Context: an optimization exercise on an open-source flow, tuned for small area, a short achievable clock period and few clock cycles. The choices shown serve that exercise and are no tape-out recipe. Only simulation tests tie the RTL to the original design; equivalence was not proved. Power is estimated from default activity; no workload was simulated.

Setup of run A:
==> flow/design.v <==
module i2b_lutgen (
    input  wire        clk,
    input  wire        rst,         
    input  wire        start,       
    input  wire [15:0] amount,      
    output reg         busy,
    output reg         out_valid,
    output reg  [7:0]  out_idx,
    output reg  [7:0]  out_val
);
    reg         s1, s2, s3, div, fix, wa, wb;
    reg  [2:0]  cnt;       
    reg  [23:0] R;         
    reg  [7:0]  F;         
    reg  [23:0] Z;         
    reg  [23:0] Y;         
    reg  [7:0]  qk;        
    reg         nzr;       
    reg         sat;       
    reg         big;       
    reg         dsg;       
    wire        idle = ~(s1 | s2 | s3 | div | fix | wa | wb);
    wire        go   = idle & start & ~busy;
    wire        opy = s1 | wa;
    wire [24:0] X   = div ? {R, F[6]} : {1'b0, R};
    wire [25:0] sum = {1'b0, X} + (opy ? {2'b00, Y} : {2'b11, Z}) + {25'd0, s2 & ~dsg};
    wire        cy  = ~sum[25];
    wire        take = wa | ((div | wb) & cy);
    wire [7:0]  Fx  = div ? {1'b0, F[5:0], 1'b0} : F;
    wire [7:0]  Q   = fix ? {{7{~dsg}}, 1'b1} : wb ? qk : 8'd0;
    wire [8:0]  Fa  = {Fx[7], Fx} + {Q[7], Q};
    wire [8:0]  Fb  = {Fx[7], Fx} + {Q[7], Q} + 9'd1;
    wire [8:0]  Fs  = cy ? Fb : Fa;                   
    wire        ovf = ~Fs[8] & Fs[7];
    wire signed [15:0] a = R[15:0];
    wire        big_n = (a >= 16'sd255) && (a <= 16'sd263);
    wire [16:0] g     = sum[16:0] ^ {17{dsg}};
    wire [7:0]  idx_n = ~out_idx + {7'd0, wb};
    wire        pos   = wb ^ dsg;
    wire        S     = sat | big;
    wire        nz    = wa ? |R : nzr;
    wire [7:0]  vpos  = {~F[7], F[6:0]};
    wire [7:0]  vneg  = (~F + {7'd0, ~nz}) ^ 8'h80;
    wire [7:0]  val   = pos ? (S ? 8'd255 : vpos) : (S ? 8'd0 : vneg);
    wire        last  = wa & (out_idx == 8'd255);      
    always @(posedge clk) begin
        if (rst) begin
            s1 <= 1'b0; s2 <= 1'b0; s3 <= 1'b0; div <= 1'b0; fix <= 1'b0;
            wa <= 1'b0; wb <= 1'b0;
            busy <= 1'b0; out_valid <= 1'b0;
        end else begin
            s1        <= go;
            s2        <= s1;
            s3        <= s2;
            div       <= s3 | (div & (cnt != 3'd6));
            fix       <= div & (cnt == 3'd6);
            wa        <= fix | wb;
            wb        <= wa & ~last;
            busy      <= go | s1 | s2 | s3 | div | fix | wa | wb;
            out_valid <= go | wa | wb;
        end
    end
    always @(posedge clk) begin
        cnt     <= div ? cnt + 3'd1 : 3'd0;
        out_idx <= (wa | wb) ? idx_n : 8'd128;
        out_val <= (wa | wb) ? val : 8'd128;
        nzr     <= |R;
        R       <= idle ? {{8{amount[15]}}, amount}
                 : s2   ? {g[15:0], 8'h01}
                 : s3   ? {12'd0, Y[16:5]}
                 : take ? sum[23:0] : X[23:0];
        if (~wa) F <= s3 ? {1'b0, Y[4:0], 2'b10} : Fs[7:0];
        if (fix) sat <= 1'b0;
        else if (wb) sat <= sat | ovf;
        if (idle) begin
            Z   <= 24'hFFFEFC;            
            Y   <= 24'd33022;
            dsg <= ($signed(amount) > 16'sd259);
        end
        if (s1) begin
            Y   <= sum[23:0];             
            big <= big_n;
        end
        if (s2) Z <= {{7{~g[16]}}, ~g};
        if (s3) Z <= sum[23:0];           
        if (fix) begin
            Y  <= R;
            qk <= Fs[7:0];
        end
    end
endmodule
export LEC_CHECK = 0
export CAP_MARGIN = 20
export CORE_MARGIN = 2
export CORE_UTILIZATION = 65
export PLACE_DENSITY = 0.8
export SETUP_SLACK_MARGIN = 5
export SLEW_MARGIN = 20
create_clock -name core_clock -period 10.0 [get_ports {clk}]
run.sh (not shown) runs the stock make flow with config.mk's settings and CLKGATE_MAP_FILE= SYNTH_SCRIPT=/design/flow/synth_recipe.tcl, a recipe that flattens the netlist after the stock synthesis.
Run A finished every step from synthesis to the final layout, and the layout passed the timing, DRC and antenna checks.
Testbench counts of run A, summed over its fixed seeds: cycles 25,728.
Inputs modified between run A and run B:
# run A
export LEC_CHECK = 0
export CAP_MARGIN = 20
export CORE_MARGIN = 2
export CORE_UTILIZATION = 65
export PLACE_DENSITY = 0.8
export SETUP_SLACK_MARGIN = 5
export SLEW_MARGIN = 20
create_clock -name core_clock -period 10.0 [get_ports {clk}]
# run B
export LEC_CHECK = 0
export CAP_MARGIN = 20
export CORE_MARGIN = 2
export CORE_UTILIZATION = 55
export PLACE_DENSITY = 0.75
export SLEW_MARGIN = 20
create_clock -name core_clock -period 10.0 [get_ports {clk}]
==> flow/flow/run.sh (new file) <==
#!/bin/bash
set -o pipefail
export SETUP_SLACK_MARGIN=6.5
bash standard.sh > standard.log 2>&1
==> flow/standard.sh (new file) <==
#!/bin/bash
# synth_recipe.tcl (not shown) runs the flow's synth.tcl, then flattens the netlist and writes it again
# the make line also repeats each setting of config.mk as NAME=value (left out here)
make -C /OpenROAD-flow-scripts/flow DESIGN_CONFIG=/design/flow/config.mk WORK_HOME=/design/flow/orfs CLKGATE_MAP_FILE= SYNTH_SCRIPT=/design/flow/synth_recipe.tcl "${@:-finish}"
removed: flow/run.sh
## What came out
- Delta (run B minus run A): routed length per placed instance has increased; total of clock buffers placed in the layout has decreased; fraction of area in registers has decreased; post-detailed-route count of antenna-violating nets has remained practically unchanged; area added between synthesis and finish has increased.
- Against run A as the reference, run B delivers a lower required time of the critical path.
- Run A reports its worst setup path endpoint as R[1] while run B reports R[18].
- Relative to run A, worst setup slack has increased by 0.86 ns in run B.
- Per the comparison of run B with run A, via count of the first global-routing pass up 780, filler-free cell count of the finished design up about 12%, sum of internal, switching and leakage power up 0.00065 W, wire length up about 46%.
What run C does differently from run B at the input level:
# run B
export LEC_CHECK = 0
export CAP_MARGIN = 20
export CORE_MARGIN = 2
export CORE_UTILIZATION = 55
export PLACE_DENSITY = 0.75
export SLEW_MARGIN = 20
create_clock -name core_clock -period 10.0 [get_ports {clk}]
# run C
export LEC_CHECK = 0
export CAP_MARGIN = 20
export CORE_MARGIN = 2
export CORE_UTILIZATION = 65
export PLACE_DENSITY = 0.8
export SLEW_MARGIN = 20
create_clock -name core_clock -period 10.0 [get_ports {clk}]
==> flow/flow/run.sh <==
#!/bin/bash
set -o pipefail
export SETUP_SLACK_MARGIN=6
bash standard.sh > standard.log 2>&1
--- outcome ---
- Diff run B -> run C | first-pass GRT wire length | down by more than 10%
- Utilization after layout ended up 1.3 points lower on run C than on run B.
- Per the comparison of run C with run B, total core area lost about 15%, placer's final routability congestion estimate picked up an extra about 6%.
- Run C vs run B, average routed wire per standard cell went down by about 16%.
- Going from run B to run C, total routed wirelength now sits lower; layout overhead on the synthesized area now sits lower.
- In the metrics for run C and run B, the one carrying the lower final period utilization is run B.
Inputs modified between run C and run D:
==> flow/flow/run.sh <==
#!/bin/bash
set -o pipefail
export SETUP_SLACK_MARGIN=7
bash standard.sh > standard.log 2>&1
==> run summary <==
Diff run C -> run D: post-cts gate resize count increased by 214 relative to the old numbers, number of hold buffers added after cts closely matched the old numbers. On number of cells after detailed placement, run C and run D are neck and neck. In the summary table, run D is marked failed, with error DPL-0038 raised in global routing (5_1_grt).

## afterwards: timing with drivers on the ports
The results above use ideal ports. As a check the final layouts listed here were re-extracted and re-timed, cells and wires unchanged. Step 1 sets driving cells, clkbuf_16 on the clock port and buf_2 on the other inputs (assumed; they add their load-dependent delay and slew). Step 2 moves the port delays by t, midway between the first and last clock arrival at a register: inputs arrive t later, outputs are due t later. That takes back most of the time a late clock gives input paths. a / b / c = ideal ports / drivers / drivers and shift; a / b = the first two.
run | t (ns) | setup WS [ns] | worst hold slack (ns) | worst register clock-pin slew, ns | cell pins on the clock port's net
run A | 0.466 | 5.360 / 5.360 / 5.360 | 0.462 / 0.462 / 0.462 | 0.07 / 0.07 | 1
run B | 0.483 | 6.218 / 6.218 / 5.891 | 0.459 / 0.459 / 0.459 | 0.07 / 0.07 | 1
run C | 0.465 | 6.033 / 6.033 / 6.033 | 0.461 / 0.461 / 0.461 | 0.06 / 0.06 | 1
After both steps every run listed still meets setup and hold. The setup slack of run B, which loses most, moves by 0.000 ns with the drivers and by -0.327 ns with both steps.
